Background: an optimization exercise with open tools, aiming at small area, a short achievable clock period and few clock cycles per item. Do not read the settings as production practice. In this exercise RTL edits were held to simulation tests only and were not proved equivalent to the original.

==> flow/design.v <==
module asm_framesync (
    input  wire        clk,
    input  wire        rst,
    input  wire        cmd_valid,
    output wire        cmd_ready,
    input  wire [1:0]  cmd_op,
    input  wire [7:0]  cmd_data,
    input  wire [63:0] cfg_marker,
    input  wire [6:0]  cfg_width,
    input  wire [16:0] cfg_framebits,
    input  wire [6:0]  cfg_t0,
    input  wire [6:0]  cfg_t1,
    input  wire [6:0]  cfg_t2,
    input  wire [6:0]  cfg_ts,
    input  wire [7:0]  cfg_g,
    input  wire [7:0]  cfg_b,
    input  wire [7:0]  cfg_sl,
    output reg         rsp_valid,
    output reg  [7:0]  rsp_wmask,
    output reg  [7:0]  rsp_wdata,
    output reg  [7:0]  rsp_start,
    output reg  [7:0]  rsp_done,
    output wire [1:0]  rsp_state,
    output wire        rsp_pol,
    output wire [6:0]  rsp_lastd,
    output wire        rsp_lastv,
    output wire        rsp_lasta
);
    localparam [1:0] OP_BYTE  = 2'd0;
    localparam [1:0] OP_BIT   = 2'd1;
    localparam [1:0] OP_RESET = 2'd2;
    localparam [1:0] ST_NOSYNC  = 2'd0;
    localparam [1:0] ST_SYNCING = 2'd1;
    localparam [1:0] ST_SYNCED  = 2'd2;
    reg [63:0] m;
    reg [6:0]  n;
    reg [16:0] f;
    reg [6:0]  t0, t1, t2, ts;
    reg [7:0]  g, b, sl;
    reg [63:0] cursor;
    reg [6:0]  fill;
    reg [1:0]  state;
    reg        pol;
    reg [7:0]  good, bad, sub;
    reg [16:0] pos;
    reg        wr;
    reg [6:0]  lastd;
    reg        lastv, lasta;
    assign rsp_state = state;
    assign rsp_pol   = pol;
    assign rsp_lastd = lastd;
    assign rsp_lastv = lastv;
    assign rsp_lasta = lasta;
    reg        busy;
    reg [7:0]  sreg;      
    reg [2:0]  idx;       
    reg [3:0]  left;      
    assign cmd_ready = !busy;
    wire accept = cmd_valid && cmd_ready;
    wire        bit_in = sreg[7];
    wire [63:0] nmask  = ~(64'hFFFF_FFFF_FFFF_FFFF << n);
    wire [63:0] cur_n  = {cursor[62:0], bit_in} & nmask;
    wire [6:0]  fill_n = (fill < n) ? fill + 7'd1 : fill;
    wire [63:0] diff = (cur_n ^ m) & nmask;
    reg  [6:0]  dn;
    integer k;
    always @(*) begin
        dn = 7'd0;
        for (k = 0; k < 64; k = k + 1)
            dn = dn + {6'd0, diff[k]};
    end
    wire [6:0]  di = n - dn;
    wire [16:0] p  = f - {10'd0, n};
    wire [16:0] pos_inc = pos + 17'd1;
    wire [7:0] good_inc = (good == 8'hFF) ? good : good + 8'd1;
    wire [7:0] bad_inc  = (bad  == 8'hFF) ? bad  : bad  + 8'd1;
    wire [7:0] sub_inc  = (sub  == 8'hFF) ? sub  : sub  + 8'd1;
    reg [1:0]  state_s;
    reg        pol_s, wr_s, lastv_s, lasta_s;
    reg [7:0]  good_s, bad_s, sub_s;
    reg [16:0] pos_s;
    reg [6:0]  lastd_s;
    reg        w_s, wd_s, start_s, done_s;
    reg [6:0]  d;
    always @(*) begin
        state_s = state; pol_s = pol; wr_s = wr;
        good_s = good; bad_s = bad; sub_s = sub;
        pos_s = pos; lastd_s = lastd; lastv_s = lastv; lasta_s = lasta;
        w_s = 1'b0; wd_s = 1'b0; start_s = 1'b0; done_s = 1'b0;
        d = 7'd0;
        if (state == ST_NOSYNC) begin
            if (fill_n == n) begin
                d = (di < dn) ? di : dn;
                lastd_s = d;
                lastv_s = 1'b1;
                if (d <= t0) begin
                    lasta_s = 1'b1;
                    pol_s   = (di < dn);
                    state_s = ST_SYNCING;
                    good_s  = 8'd1;
                    bad_s   = 8'd0;
                    sub_s   = 8'd0;
                    if (g <= 8'd1) begin
                        state_s = ST_SYNCED;
                        good_s  = 8'd0;
                    end
                    pos_s   = 17'd0;
                    wr_s    = 1'b1;
                    start_s = 1'b1;
                end else begin
                    lasta_s = 1'b0;
                end
            end
        end else begin
            pos_s = pos_inc;
            if (wr && pos_inc <= p) begin
                w_s  = 1'b1;
                wd_s = bit_in ^ pol;
            end
            if (wr && pos_inc == p) begin
                done_s = 1'b1;
                wr_s   = 1'b0;
            end
            if (pos_inc == f) begin
                d = pol ? di : dn;
                lastd_s = d;
                lastv_s = 1'b1;
                if (state == ST_SYNCING) begin
                    if (d <= t1) begin
                        lasta_s = 1'b1;
                        good_s  = good_inc;
                        bad_s   = 8'd0;
                        sub_s   = 8'd0;
                        if (good_inc >= g) begin
                            state_s = ST_SYNCED;
                            good_s  = 8'd0;
                        end
                        pos_s   = 17'd0;
                        wr_s    = 1'b1;
                        start_s = 1'b1;
                    end else begin
                        lasta_s = 1'b0;
                        bad_s   = bad_inc;
                        if (d <= ts) begin
                            sub_s = sub_inc;
                            if (sub_inc >= sl) begin
                                if (good != 8'd0) good_s = good - 8'd1;
                                sub_s = 8'd0;
                            end
                        end else begin
                            good_s = 8'd0;
                            sub_s  = 8'd0;
                        end
                        if (bad_inc >= b) begin
                            state_s = ST_NOSYNC;
                            good_s = 8'd0; bad_s = 8'd0; sub_s = 8'd0;
                        end
                        pos_s = 17'd0;
                        wr_s  = 1'b0;
                    end
                end else begin
                    if (d <= t2) begin
                        lasta_s = 1'b1;
                        pos_s   = 17'd0;
                        wr_s    = 1'b1;
                        start_s = 1'b1;
                    end else begin
                        lasta_s = 1'b0;
                        state_s = ST_SYNCING;
                        good_s  = 8'd0;
                        bad_s   = 8'd1;
                        sub_s   = 8'd0;
                        if (b <= 8'd1) begin
                            state_s = ST_NOSYNC;
                            bad_s   = 8'd0;
                        end
                        pos_s = 17'd0;
                        wr_s  = 1'b0;
                    end
                end
            end
        end
    end
    always @(posedge clk) begin
        if (rst) begin
            m  <= 64'h0000_0000_1ACF_FC1D;
            n  <= 7'd32;
            f  <= 17'd8192;
            t0 <= 7'd0;  t1 <= 7'd1;  t2 <= 7'd12; ts <= 7'd12;
            g  <= 8'd5;  b  <= 8'd5;  sl <= 8'd2;
            cursor <= 64'd0; fill <= 7'd0; state <= ST_NOSYNC; pol <= 1'b0;
            good <= 8'd0; bad <= 8'd0; sub <= 8'd0; pos <= 17'd0; wr <= 1'b0;
            lastd <= 7'd0; lastv <= 1'b0; lasta <= 1'b0;
            busy <= 1'b0; sreg <= 8'd0; idx <= 3'd0; left <= 4'd0;
            rsp_valid <= 1'b0;
            rsp_wmask <= 8'd0; rsp_wdata <= 8'd0; rsp_start <= 8'd0; rsp_done <= 8'd0;
        end else begin
            rsp_valid <= 1'b0;
            if (accept) begin
                rsp_wmask <= 8'd0; rsp_wdata <= 8'd0;
                rsp_start <= 8'd0; rsp_done  <= 8'd0;
                case (cmd_op)
                    OP_BYTE: begin
                        busy <= 1'b1;
                        sreg <= cmd_data;
                        idx  <= 3'd7;
                        left <= 4'd8;
                    end
                    OP_BIT: begin
                        busy <= 1'b1;
                        sreg <= {cmd_data[0], 7'd0};
                        idx  <= 3'd0;
                        left <= 4'd1;
                    end
                    OP_RESET: begin
                        m  <= cfg_marker;
                        n  <= cfg_width;
                        f  <= cfg_framebits;
                        t0 <= cfg_t0; t1 <= cfg_t1; t2 <= cfg_t2; ts <= cfg_ts;
                        g  <= cfg_g;  b  <= cfg_b;  sl <= cfg_sl;
                        cursor <= 64'd0; fill <= 7'd0; state <= ST_NOSYNC; pol <= 1'b0;
                        good <= 8'd0; bad <= 8'd0; sub <= 8'd0; pos <= 17'd0; wr <= 1'b0;
                        lastd <= 7'd0; lastv <= 1'b0; lasta <= 1'b0;
                        rsp_valid <= 1'b1;
                    end
                    default: begin
                        rsp_valid <= 1'b1;
                    end
                endcase
            end else if (busy) begin
                cursor <= cur_n;
                fill   <= fill_n;
                state  <= state_s;
                pol    <= pol_s;
                good   <= good_s;
                bad    <= bad_s;
                sub    <= sub_s;
                pos    <= pos_s;
                wr     <= wr_s;
                lastd  <= lastd_s;
                lastv  <= lastv_s;
                lasta  <= lasta_s;
                rsp_wmask[idx] <= w_s;
                rsp_wdata[idx] <= wd_s;
                rsp_start[idx] <= start_s;
                rsp_done[idx]  <= done_s;
                sreg <= {sreg[6:0], 1'b0};
                idx  <= idx - 3'd1;
                left <= left - 4'd1;
                if (left == 4'd1) begin
                    busy      <= 1'b0;
                    rsp_valid <= 1'b1;
                end
            end
        end
    end
endmodule
==> flow/run.sh <==
#!/bin/bash
# synth_recipe.tcl (not shown) runs the flow's synth.tcl, then flattens the netlist and writes it again
# the make line also repeats each setting of config.mk as NAME=value (left out here)
make -C /OpenROAD-flow-scripts/flow DESIGN_CONFIG=/design/flow/config.mk WORK_HOME=/design/flow/orfs CLKGATE_MAP_FILE= SYNTH_SCRIPT=/design/flow/synth_recipe.tcl finish
==> flow/config.mk <==
export PLATFORM = sky130hd
export DESIGN_NAME = asm_framesync
export DESIGN_NICKNAME = asm_framesync
export VERILOG_FILES = /design/flow/design.v
export SDC_FILE = /design/flow/constraint.sdc
export NUM_CORES = 4
export LEC_CHECK = 0
export CAP_MARGIN = 20
export CORE_MARGIN = 2
export CORE_UTILIZATION = 40
export SLEW_MARGIN = 20
==> flow/constraint.sdc <==
create_clock -name core_clock -period 12.0 [get_ports {clk}]
set_input_delay 2.4000 -clock core_clock [delete_from_list [all_inputs] [get_ports {clk}]]
set_output_delay 2.4000 -clock core_clock [all_outputs]
set_load 0.01 [all_outputs]
==> flow_metrics.tcl <==
set metrics [dict create \
    fp.dieArea_sq_mm 0.0507 \
    insertedDiodeCount 0 \
    initial_drc_count 1221 \
    initial_util 0.402 \
    layout.core_utilization 0.485 \
    floorplan.die.width_um 225 \
    crit_fanout 10 \
    grt_start_max_net_pins 100 \
    drt_wirelength_mm 63.3 \
    drc_violations_left 0 \
    fp.dieH_um 225 \
    fin_worst_skew_ps 19.5 \
    post-synth-top-area-cell "dfxtp_1" \
    fin_setup_tns_ps 0 \
    vias_per_inst 5.46 \
    setup_viol_count_final 0 \
    outcome "finished clean" \
    place.detailed.hpwl_mm 47.2 \
    unrepaired_setup_endpoints_after_global_routing "false" \
    synth.avg_cell_area_sq_um 7.85 \
    cts_hold_repair.buffers 0 \
    syn_inst 2491 \
    num_io_pins 199 \
    cts-htree-levels 2 \
    final-max-slew-violation-count 0 \
    critPathRequiredTime_ps 12470 \
    wirelength_per_cell_um 19.1 \
    tritoncts "yes" \
    synth.area.top_cells "dfxtp_1 32%, nand2_1 9.0%, ha_1 7.5%, a21oi_1 6.0%, fa_1 5.7%" \
    drive_gt1_frac 0.0611 \
    numPortBuffers 198 \
    holdCritPathClass "reg2reg" \
    hold_violations_final 0 \
    wire_length_of_the_first_global_routing_pass_mm 98.5 \
    netlist-cell-type-count 90 \
    fin_cells 3306 \
    worstSkewPairLatency_ps 560 \
    cp.arrival_ps 11770 \
    post-route-min-period_ps 11300 \
    fp-row-count 81 \
    first_global_vias 17766 \
    synth_top_flop_cell "dfxtp_1" \
    setup.worst_path.end_class "flip-flop" \
    vias 18065 \
    core-area_sq_mm 0.0486 \
    num-fill-cells 4779 \
    timing.critical_path.mode_cell "fa_1" \
    maximum_clock_rate_mhz 88.5 \
    maxCapViolCount 0 \
    synth.yosys.warnings 1 \
    clock_path_buffers 3 \
    gp_congestion 0.930 \
    clockRootBuffer "clkbuf_16" \
    crit_path_launch_type "flip-flop" \
    synthArstFlopShare 0 \
    antenna_found_initial 0 \
    synth_top_area_frac 0.320 \
    critPathKind "reg2reg" \
    post-place-cells 3237 \
    synthesis.area_sq_mm 0.0196 \
    num_cts_buffers 38 \
    dr.pass1.iters 7 \
    grt_usage 0.246 \
    synth_sequential_area_ratio 0.320 \
    layout_worst_path_cycle_share 0.942 \
    area_delta_synth_final_pct 20.7 \
    cts.reportedPaths.clkPinSlew_ps 60 \
    tritoncts_num_sinks 313 \
    slew_headroom 0.340 \
    synth_nets 2818 \
    overall_overflow_remaining_after_global_route 0 \
    cp_slowest_cell "fa_1" \
    design.final.nets 2983 \
    drt.antenna.violating_nets 0 \
    tightest_slew_ps 989 \
    number_of_synthesized_flops_with_an_enable_pin 0 \
    critPathMaxStageDelay_ps 550 \
    synth-seq-cells 313 \
]
-- path summary, 6_finish.rpt --
path,startpoint,to,slack (ps),depth (start not counted)
min,t1[5],t1[5],460,2
max reg2reg,n[6],state[0],700,39
min reg2reg,t1[5],t1[5],460,2
max,n[6],state[0],700,39
-- cells in the mapped netlist (all sizes together), types with 6 or more instances --
cell type	count
nand4b	7
a32oi	25
nand3	84
nand4	26
inv	150
or3	11
xor2	72
o2bb2ai	8
o21ai	100
and3	23
nor2	200
a21oi	236
buf	34
a221oi	7
clkbuf	102
nor2b	18
and2	15
nand2b	22
nor4	13
a21o	12
o32ai	7
a22oi	12
or2	6
o211ai	22
mux2i	41
o21a	10
ha	118
nand2	469
o2111ai	6
fa	56
o22ai	7
xnor2	80
nor3	53
nand3b	9
a31oi	32
dfxtp	313
a211oi	12
-- routing by layer --
metal / part of all wire / GRT usage
met5: 0 / 0
met2: 0.48 / 0.419
met3: 0.046 / 0.0374
met1: 0.43 / 0.312
met4: 0.038 / 0.0959
-- flip-flops by register name, summed over array words and instances, names as in the netlist, 17 cells and up --
register	cells
pos	17
cursor	63
f	17
m	64
-- stage by stage --
stage | worst slack (ps) | hold slack (ps) | instance area [sq um]
3_5_place_dp | 379 | 450 | 22300
6_report | 696 | 457 | 23600
2_1_floorplan | 529 | 432 | 19600
4_1_cts | 367 | 457 | 23600
3_3_place_gp | 516 | 442 | 22300
5_1_grt | 14.7 | 469 | 23600
-- layout by cell type, fill, tap and decap left out, types with 6 or more instances in the layout --
master / instances
clkbuf_16: 39
a21o_1: 12
a32oi_1: 25
o21a_1: 10
nand2_1: 468
o2bb2ai_1: 8
clkbuf_1: 8
nor4_1: 11
inv_1: 149
clkdlybuf4s50_1: 197
and2_1: 15
a221oi_1: 7
o21ai_1: 11
o2111ai_1: 6
xor2_1: 71
nand4_1: 26
nand2b_1: 22
a211oi_1: 10
a21oi_1: 234
clkbuf_8: 10
xnor2_1: 80
nand3b_1: 9
o211ai_1: 22
nand3_1: 83
fa_1: 56
nor2_1: 195
and3_1: 23
mux2i_1: 41
nor3_1: 51
nand4b_1: 7
ha_1: 118
o22ai_1: 7
o32ai_1: 7
nor2b_1: 18
a31oi_1: 32
dfxtp_1: 310
o21ai_0: 88
or3_1: 10
a22oi_1: 12
buf_4: 60
-- kinds of logic (layout without fill, tap and decap cells) --
kind of cell | count (synthesis) | after routing | share of synthesized area
and+or+nand+nor | 974 | 974 | 0.224
AOI/OAI and AO/OA | 542 | 542 | 0.171
DFF | 313 | 313 | 0.320
buffers and inverters | 290 | 483 | 0.0587
adders and majority gates | 175 | 175 | 0.133
xor gates and xnor gates | 154 | 154 | 0.0708
muxes | 43 | 43 | 0.0221
-- repair_timing --
item	CTS	global route
gates resized for setup	0	12
setup endpoints to repair	0	47
endpoints found under the hold margin	0	0
buffers inserted	0	0
-- worst max-delay path, delay by kind of cell (launching register included) --
family,cells,cell delay [ps]
simple gates,10,2220
fa+ha+maj,12,5070
compound gates,8,2060
buf+inv,7,860
flops,1,380
xor+xnor,2,610
-- final cells by class --
| type | instances | area (sq um) | area share |
|---|---|---|---|
| clock buffers | 57 | 1140 | 0.0484 |
| repair buffers | 261 | 2490 | 0.106 |
| well taps | 622 | 778 | 0.0330 |
| multi-input cells | 1888 | 12200 | 0.517 |
| inverters | 154 | 581 | 0.0246 |
| flip-flops and latches | 313 | 6270 | 0.266 |
| clock inverters | 11 | 141 | 0.00599 |
Testbench counts, summed over its fixed seeds: cycles 413,045, bytes 45,869.

-- what the ideal ports hide --
No port has a modelled driver above. Below, the same layout with a new extraction and two added sets of constraints.
Step 1 assumes that a clkbuf_16 drives the clock port and a buf_2 every other input.
Step 2 times the ports against the registers' clock, not the clock port: input delays grow and output delays shrink by t, the midpoint of the rising clock arrivals with the driver on.
Three values: ideal, step 1, step 2; two values: the first two.
t (ns): 0.613
setup slack, ns: 0.696 / 0.696 / 0.696
worst setup path after step 2: register to register
latest minus earliest clock arrival (ns): 0.020 / 0.019
worst data-port slew with drivers (ns): 0.10
After both steps this run still meets setup and hold. For this run, drivers alone change the setup slack by 0.000 ns; drivers and shift together by 0.000 ns.
